Source: an optimization exercise on an open RTL-to-GDS flow (aim: small area and a short achievable clock period). Production flows keep margins and buffers that such runs may drop. Function was checked by simulation only, so behaviour that the tests miss may differ from the original. Power and IR drop assume default switching activity.

==> inputs of v30 <==
==> flow/design.v <==
module cpu_alu (
    input  wire [1:0] op,
    input  wire [3:0] a,
    input  wire [3:0] b,
    output reg  [7:0] res,
    output reg        z,
    output reg        c
);
    wire       sub  = op[0];
    wire [4:0] sum  = {1'b0, a} + {1'b0, b ^ {4{sub}}} + {4'd0, sub};
    reg [7:0] prod;
    integer i, j;
    always @* begin
        prod = 8'b1001_0000;
        for (i = 0; i < 4; i = i + 1)
            for (j = 0; j < 4; j = j + 1)
                if ((i == 3) ^ (j == 3))
                    prod = prod + ({7'd0, ~(a[i] & b[j])} << (i + j));
                else
                    prod = prod + ({7'd0, a[i] & b[j]} << (i + j));
    end
    wire [3:0] ma = a[3] ? (4'd0 - a) : a;
    wire [3:0] mb = b[3] ? (4'd0 - b) : b;
    reg  [3:0] mq;
    always @* begin
        case (mb)
            4'd1:    mq = ma;
            4'd2:    mq = {1'b0, ma[3:1]};
            4'd3:    mq = (ma >= 4'd6) ? 4'd2 : (ma >= 4'd3) ? 4'd1 : 4'd0;
            4'd4:    mq = {2'b00, ma[3:2]};
            4'd5, 4'd6, 4'd7, 4'd8:
                     mq = {3'b000, ma >= mb};
            default: mq = 4'd0;
        endcase
    end
    wire [3:0] quot = (a[3] ^ b[3]) ? (4'd0 - mq) : mq;
    always @* begin
        z = 1'b0;
        c = 1'b0;
        case (op)
            2'd0, 2'd1: begin res = {4'd0, sum[3:0]}; z = (sum[3:0] == 4'd0); c = sum[4]; end
            2'd2:       res = prod;
            default:    res = {4'd0, quot};
        endcase
    end
endmodule
module cpu_core #(
    parameter MAX_CYCLES = 1000,
    parameter CW         = 10           
) (
    input  wire          clk,
    input  wire          rst,           
    input  wire          cfg_fwd_en,    
    input  wire          cfg_cache_en,  
    output wire [7:0]    if_addr,
    input  wire [15:0]   if_rdata,
    output wire [7:0]    d_addr,
    input  wire [7:0]    d_rdata,
    output wire [7:0]    d_wdata,
    output wire          d_we,
    input  wire [3:0]    dbg_sel,
    output wire [7:0]    dbg_x,
    output reg  [8:0]    pc,
    output reg           halted,
    output wire          terminated,
    output reg  [1:0]    fault,         
    output reg           flag_z,
    output reg           flag_c,
    output reg  [7:0]    mar,
    output reg  [7:0]    mdr,
    output reg           stalled,
    output reg           flushed,
    output reg           fwd_active,
    output reg  [3:0]    fwd_reg,
    output wire [7:0]    fwd_value,
    output reg           r0_write_ignored,
    output reg  [CW-1:0] cnt_cycles,
    output reg  [CW-1:0] cnt_instructions,
    output wire [CW-1:0] cnt_hazard_stalls,
    output wire [CW-1:0] cnt_cache_stall_cycles,
    output reg  [CW-1:0] cnt_flushes,
    output reg  [CW-1:0] cnt_forwards,
    output reg  [CW-1:0] cnt_cache_hits,
    output wire [CW-1:0] cnt_cache_misses
);
    localparam OP_LOAD = 4'd1, OP_STORE = 4'd2, OP_JMP = 4'd7, OP_HALT = 4'd8;
    integer i;
    reg fwd_en, cache_en;
    reg [7:0] x [1:15];
    reg       pr_valid;
    reg       pr_executed;
    reg [3:0] pr_opcode;
    reg [3:0] pr_operand;    
    reg [7:0] pr_imm;
    reg [7:0] line_valid;
    reg [4:0] line_tag   [0:7];
    reg [7:0] line_data  [0:7];
    reg [2:0] cache_stall_remaining;
    reg [8:0] hs_cnt;
    reg [7:0] cm_cnt;
    assign cnt_hazard_stalls      = {1'b0, hs_cnt};
    assign cnt_cache_misses       = {2'b00, cm_cnt};
    assign cnt_cache_stall_cycles = {cm_cnt, 2'b00};
    assign terminated = halted & ~pr_valid;
    wire active   = (fault == 2'd0) & ~terminated;
    wire at_cap   = (&cnt_cycles[9:5]) & cnt_cycles[3];
    wire do_cycle = active & ~at_cap;
    wire gate     = (cache_stall_remaining != 3'd0);
    wire exec     = do_cycle & ~gate & pr_valid & ~pr_executed;
    wire is_load  = (pr_opcode == OP_LOAD);
    wire is_store = (pr_opcode == OP_STORE);
    wire is_alu   = (pr_opcode == 4'd3) | (pr_opcode == 4'd4) |
                    (pr_opcode == 4'd5) | (pr_opcode == 4'd6);
    wire is_addsub = (pr_opcode == 4'd3) | (pr_opcode == 4'd4);
    wire is_jmp   = (pr_opcode == OP_JMP);
    wire is_halt  = (pr_opcode == OP_HALT);
    wire [3:0] src2 = pr_operand + 4'd1;
    wire [7:0] xr   = (pr_operand == 4'd0) ? 8'd0 : x[pr_operand];
    wire [3:0] xs   = (src2 == 4'd0)       ? 4'd0 : x[src2][3:0];
    wire [1:0] alu_op = pr_opcode[1:0] + 2'd1;    
    wire [7:0] alu_res;
    wire       alu_z, alu_c;
    cpu_alu u_alu (
        .op  (alu_op),
        .a   (xr[3:0]),
        .b   (xs),
        .res (alu_res),
        .z   (alu_z),
        .c   (alu_c)
    );
    wire [2:0] c_index = pr_imm[2:0];
    wire [4:0] c_tag   = pr_imm[7:3];
    wire       c_hit   = line_valid[c_index] & (line_tag[c_index] == c_tag);
    wire       mem_op  = is_load | is_store;
    wire       c_miss  = exec & cache_en & mem_op & ~c_hit;
    wire [7:0] load_data = (cache_en & c_hit) ? line_data[c_index] : d_rdata;
    assign d_addr  = pr_imm;
    assign d_wdata = xr;
    assign d_we    = exec & is_store;
    wire       jmp_now     = exec & is_jmp;
    wire [8:0] pc_cur      = jmp_now ? {1'b0, pr_imm} : pc;
    wire       halted_next = halted | (exec & is_halt);
    wire       reach_fetch = do_cycle & ~gate & ~c_miss & ~halted_next;
    wire       oob         = pc_cur[8];
    assign if_addr = pc_cur[7:0];
    wire        fwd_store = d_we & (pr_imm == pc[7:0]);
    wire [7:0]  word_lo   = fwd_store ? xr : if_rdata[7:0];
    wire [3:0]  nxt_opcode  = if_rdata[15:12];
    wire [3:0]  nxt_operand = if_rdata[11:8];
    wire        nxt_is_alu  = (nxt_opcode == 4'd3) | (nxt_opcode == 4'd4) |
                              (nxt_opcode == 4'd5) | (nxt_opcode == 4'd6);
    wire need_match = (nxt_operand == pr_operand) |
                      (nxt_is_alu & ((nxt_operand + 4'd1) == pr_operand));
    wire fetch_ok   = reach_fetch & ~oob;
    wire hazard     = fetch_ok & pr_valid & is_load & need_match;
    wire forward    = hazard & fwd_en;
    wire bubble     = hazard & ~fwd_en;
    wire advance    = fetch_ok & ~bubble;
    assign dbg_x = (dbg_sel == 4'd0) ? 8'd0 : x[dbg_sel];
    assign fwd_value = fwd_active ? mdr : 8'd0;
    wire       x_we    = exec & (is_load | is_alu);
    wire [7:0] x_wdata = is_load ? load_data : alu_res;
    wire [7:0] x_wdata_r = x_wdata & {8{~rst}};
    always @(posedge clk) begin
        for (i = 1; i < 16; i = i + 1)
            if (rst | (x_we && pr_operand == i))
                x[i] <= x_wdata_r;
    end
    always @(posedge clk) begin
        if (exec & cache_en & mem_op) begin
            if (~c_hit) line_tag[c_index] <= c_tag;
            if (is_store | ~c_hit)
                line_data[c_index] <= is_load ? d_rdata : xr;
        end
    end
    wire c_access = exec & cache_en & mem_op;
    always @(posedge clk) begin
        cnt_cycles       <= (cnt_cycles       + {9'd0, do_cycle})         & {CW{~rst}};
        cnt_instructions <= (cnt_instructions + {9'd0, exec})             & {CW{~rst}};
        cnt_flushes      <= (cnt_flushes      + {9'd0, jmp_now})          & {CW{~rst}};
        cnt_forwards     <= (cnt_forwards     + {9'd0, forward})          & {CW{~rst}};
        cnt_cache_hits   <= (cnt_cache_hits   + {9'd0, c_access & c_hit}) & {CW{~rst}};
        hs_cnt           <= (hs_cnt           + {8'd0, bubble})           & {9{~rst}};
        cm_cnt           <= (cm_cnt           + {7'd0, c_miss})           & {8{~rst}};
    end
    always @(posedge clk) begin
        if (advance) begin
            pr_opcode  <= if_rdata[15:12];
            pr_operand <= if_rdata[11:8];
            pr_imm     <= word_lo;
        end
    end
    always @(posedge clk) begin
        if (rst) begin
            fwd_en   <= cfg_fwd_en;
            cache_en <= cfg_cache_en;
            line_valid <= 8'd0;
            cache_stall_remaining <= 3'd0;
            pc          <= 9'd0;
            halted      <= 1'b0;
            fault       <= 2'd0;
            flag_z      <= 1'b0;
            flag_c      <= 1'b0;
            mar         <= 8'd0;
            mdr         <= 8'd0;
            pr_valid    <= 1'b0;
            pr_executed <= 1'b0;
            stalled          <= 1'b0;
            flushed          <= 1'b0;
            fwd_active       <= 1'b0;
            fwd_reg          <= 4'd0;
            r0_write_ignored <= 1'b0;
        end else begin
            stalled          <= bubble;
            flushed          <= jmp_now;
            fwd_active       <= forward;
            fwd_reg          <= forward ? pr_operand : 4'd0;
            r0_write_ignored <= x_we & (pr_operand == 4'd0);
            if (active & at_cap)
                fault <= 2'd2;
            else if (fetch_ok == 1'b0 && reach_fetch)
                fault <= 2'd1;
            if (do_cycle & gate)
                cache_stall_remaining <= cache_stall_remaining - 3'd1;
            else if (c_miss)
                cache_stall_remaining <= 3'd4;
            if (exec) begin
                pr_executed <= 1'b1;
            end
            if (exec & mem_op) begin
                mar <= pr_imm;
                mdr <= is_load ? load_data : xr;
            end
            if (exec & is_addsub) begin
                flag_z <= alu_z;
                flag_c <= alu_c;
            end
            if (jmp_now) begin
                pr_valid    <= 1'b0;
            end
            if (exec & is_halt)
                halted <= 1'b1;
            if (exec & cache_en & mem_op) begin
                if (~c_hit)
                    line_valid[c_index] <= 1'b1;
            end
            if (do_cycle & ~gate & ~c_miss & halted_next)
                pr_valid <= 1'b0;
            if (bubble) begin
                pr_valid <= 1'b0;
            end
            if (advance) begin
                pr_valid    <= 1'b1;
                pr_executed <= 1'b0;
                pc          <= pc_cur + 9'd1;
            end
        end
    end
endmodule
==> flow/flow/run.sh <==
#!/bin/bash
# Standard ORFS layout (the standard.sh, unchanged synthesis, floorplan,
# power grid and tap cells) with three settings passed to make:
#  - port buffers are buf_1 cells instead of the default choice,
#  - repair_timing aims for extra setup slack so the design is sized for a
#    shorter period than the 13 ns it is signed off at,
#  - smaller clock-tree buffers.
set -euo pipefail
MARGIN=$(cat flow/margin.txt)
bash standard.sh \
  "BUFFER_PORTS_ARGS=-buffer_cell sky130_fd_sc_hd__buf_1" \
  "SETUP_SLACK_MARGIN=${MARGIN}" \
  finish > flow_orfs.log 2>&1
==> flow/flow/margin.txt <==
6.3
==> flow/standard.sh <==
#!/bin/bash
# synth_recipe.tcl (not shown) runs the flow's synth.tcl, then flattens the netlist and writes it again
# the make line also repeats each setting of config.mk as NAME=value (left out here)
make -C /OpenROAD-flow-scripts/flow DESIGN_CONFIG=/design/flow/config.mk WORK_HOME=/design/flow/orfs CLKGATE_MAP_FILE= SYNTH_SCRIPT=/design/flow/synth_recipe.tcl "${@:-finish}"
==> flow/config.mk <==
export PLATFORM = sky130hd
export DESIGN_NAME = cpu_core
export DESIGN_NICKNAME = cpu_core
export VERILOG_FILES = /design/flow/design.v
export SDC_FILE = /design/flow/constraint.sdc
export NUM_CORES = 4
export LEC_CHECK = 0
export ABC_AREA = 1
export CAP_MARGIN = 20
export CORE_MARGIN = 2
export CORE_UTILIZATION = 60
export CTS_BUF_LIST = sky130_fd_sc_hd__clkbuf_8
export CTS_CLUSTER_DIAMETER = 50
export CTS_CLUSTER_SIZE = 16
export SLEW_MARGIN = 20
==> flow/constraint.sdc <==
create_clock -name core_clock -period 13.0 [get_ports {clk}]
set_input_delay 2.6000 -clock core_clock [delete_from_list [all_inputs] [get_ports {clk}]]
set_output_delay 2.6000 -clock core_clock [all_outputs]
set_load 0.01 [all_outputs]
==> inputs of v26, as changes to v30 <==
--- a/flow/design.v
+++ b/flow/design.v
@@ -96,3 +96,2 @@
     reg [4:0] line_tag   [0:7];
-    reg [7:0] line_data  [0:7];
     reg [2:0] cache_stall_remaining;
@@ -135,3 +134,3 @@
     wire       c_miss  = exec & cache_en & mem_op & ~c_hit;
-    wire [7:0] load_data = (cache_en & c_hit) ? line_data[c_index] : d_rdata;
+    wire [7:0] load_data = d_rdata;
     assign d_addr  = pr_imm;
@@ -169,7 +168,4 @@
     always @(posedge clk) begin
-        if (exec & cache_en & mem_op) begin
-            if (~c_hit) line_tag[c_index] <= c_tag;
-            if (is_store | ~c_hit)
-                line_data[c_index] <= is_load ? d_rdata : xr;
-        end
+        if (c_miss)
+            line_tag[c_index] <= c_tag;
     end
==> flow/flow/margin.txt (replaced) <==
6.0
==> run notes <==
Between v26 and v30, the lower synthesized cell count is in v26 (gap about 12%, measured against v30).
Of v30 and v26, v30 has the higher core utilization (gap 0.82 points).
Register-to-register slack: v30 is better than v26 (0.08 ns).
In v26 the flip-flop and latch count is lower than in v30, by 64.
In v30 the clock-buffer cell count is higher than in v26, by 11.
Between v30 and v26, the lower global-route usage is in v26 (gap 1.5 points).
Clock power: v26 is lower than v30 (26%).
Between v26 and v30, the lower first-iteration DRC count is in v26 (gap about 40%, measured against v30).
Of v30 and v26, v26 has the higher clock skew (gap 0.0029 ns).
Against v30, the via count of v26 is smaller by 14%.

## afterwards: timing with drivers on the ports
In the flow no input, the clock included, has a driving cell. The finished layouts below were timed again as built, in two steps.
Step 1, drivers: a clkbuf_16 drives clk and a buf_2 each remaining input, both assumed.
Step 2, shift: input delay + t, output delay - t, t = (earliest + latest rising clock arrival at the registers) / 2. This alone moves slack from input paths to output paths.
Slacks: no drivers / after step 1 / after step 2; pairs: no drivers / after step 1.
run	t (ns)	slack for setup (ns)	latest minus earliest clock arrival (ns)	slew at the worst register clock pin (ns)
v30	0.619	6.298 / 6.273 / 6.273	0.027 / 0.027	0.10 / 0.10
v26	0.651	6.073 / 6.041 / 6.041	0.031 / 0.031	0.10 / 0.10
After both steps every run listed still meets setup and hold. The setup slack of v26, which loses most, moves by -0.032 ns with the drivers and by -0.032 ns with both steps.
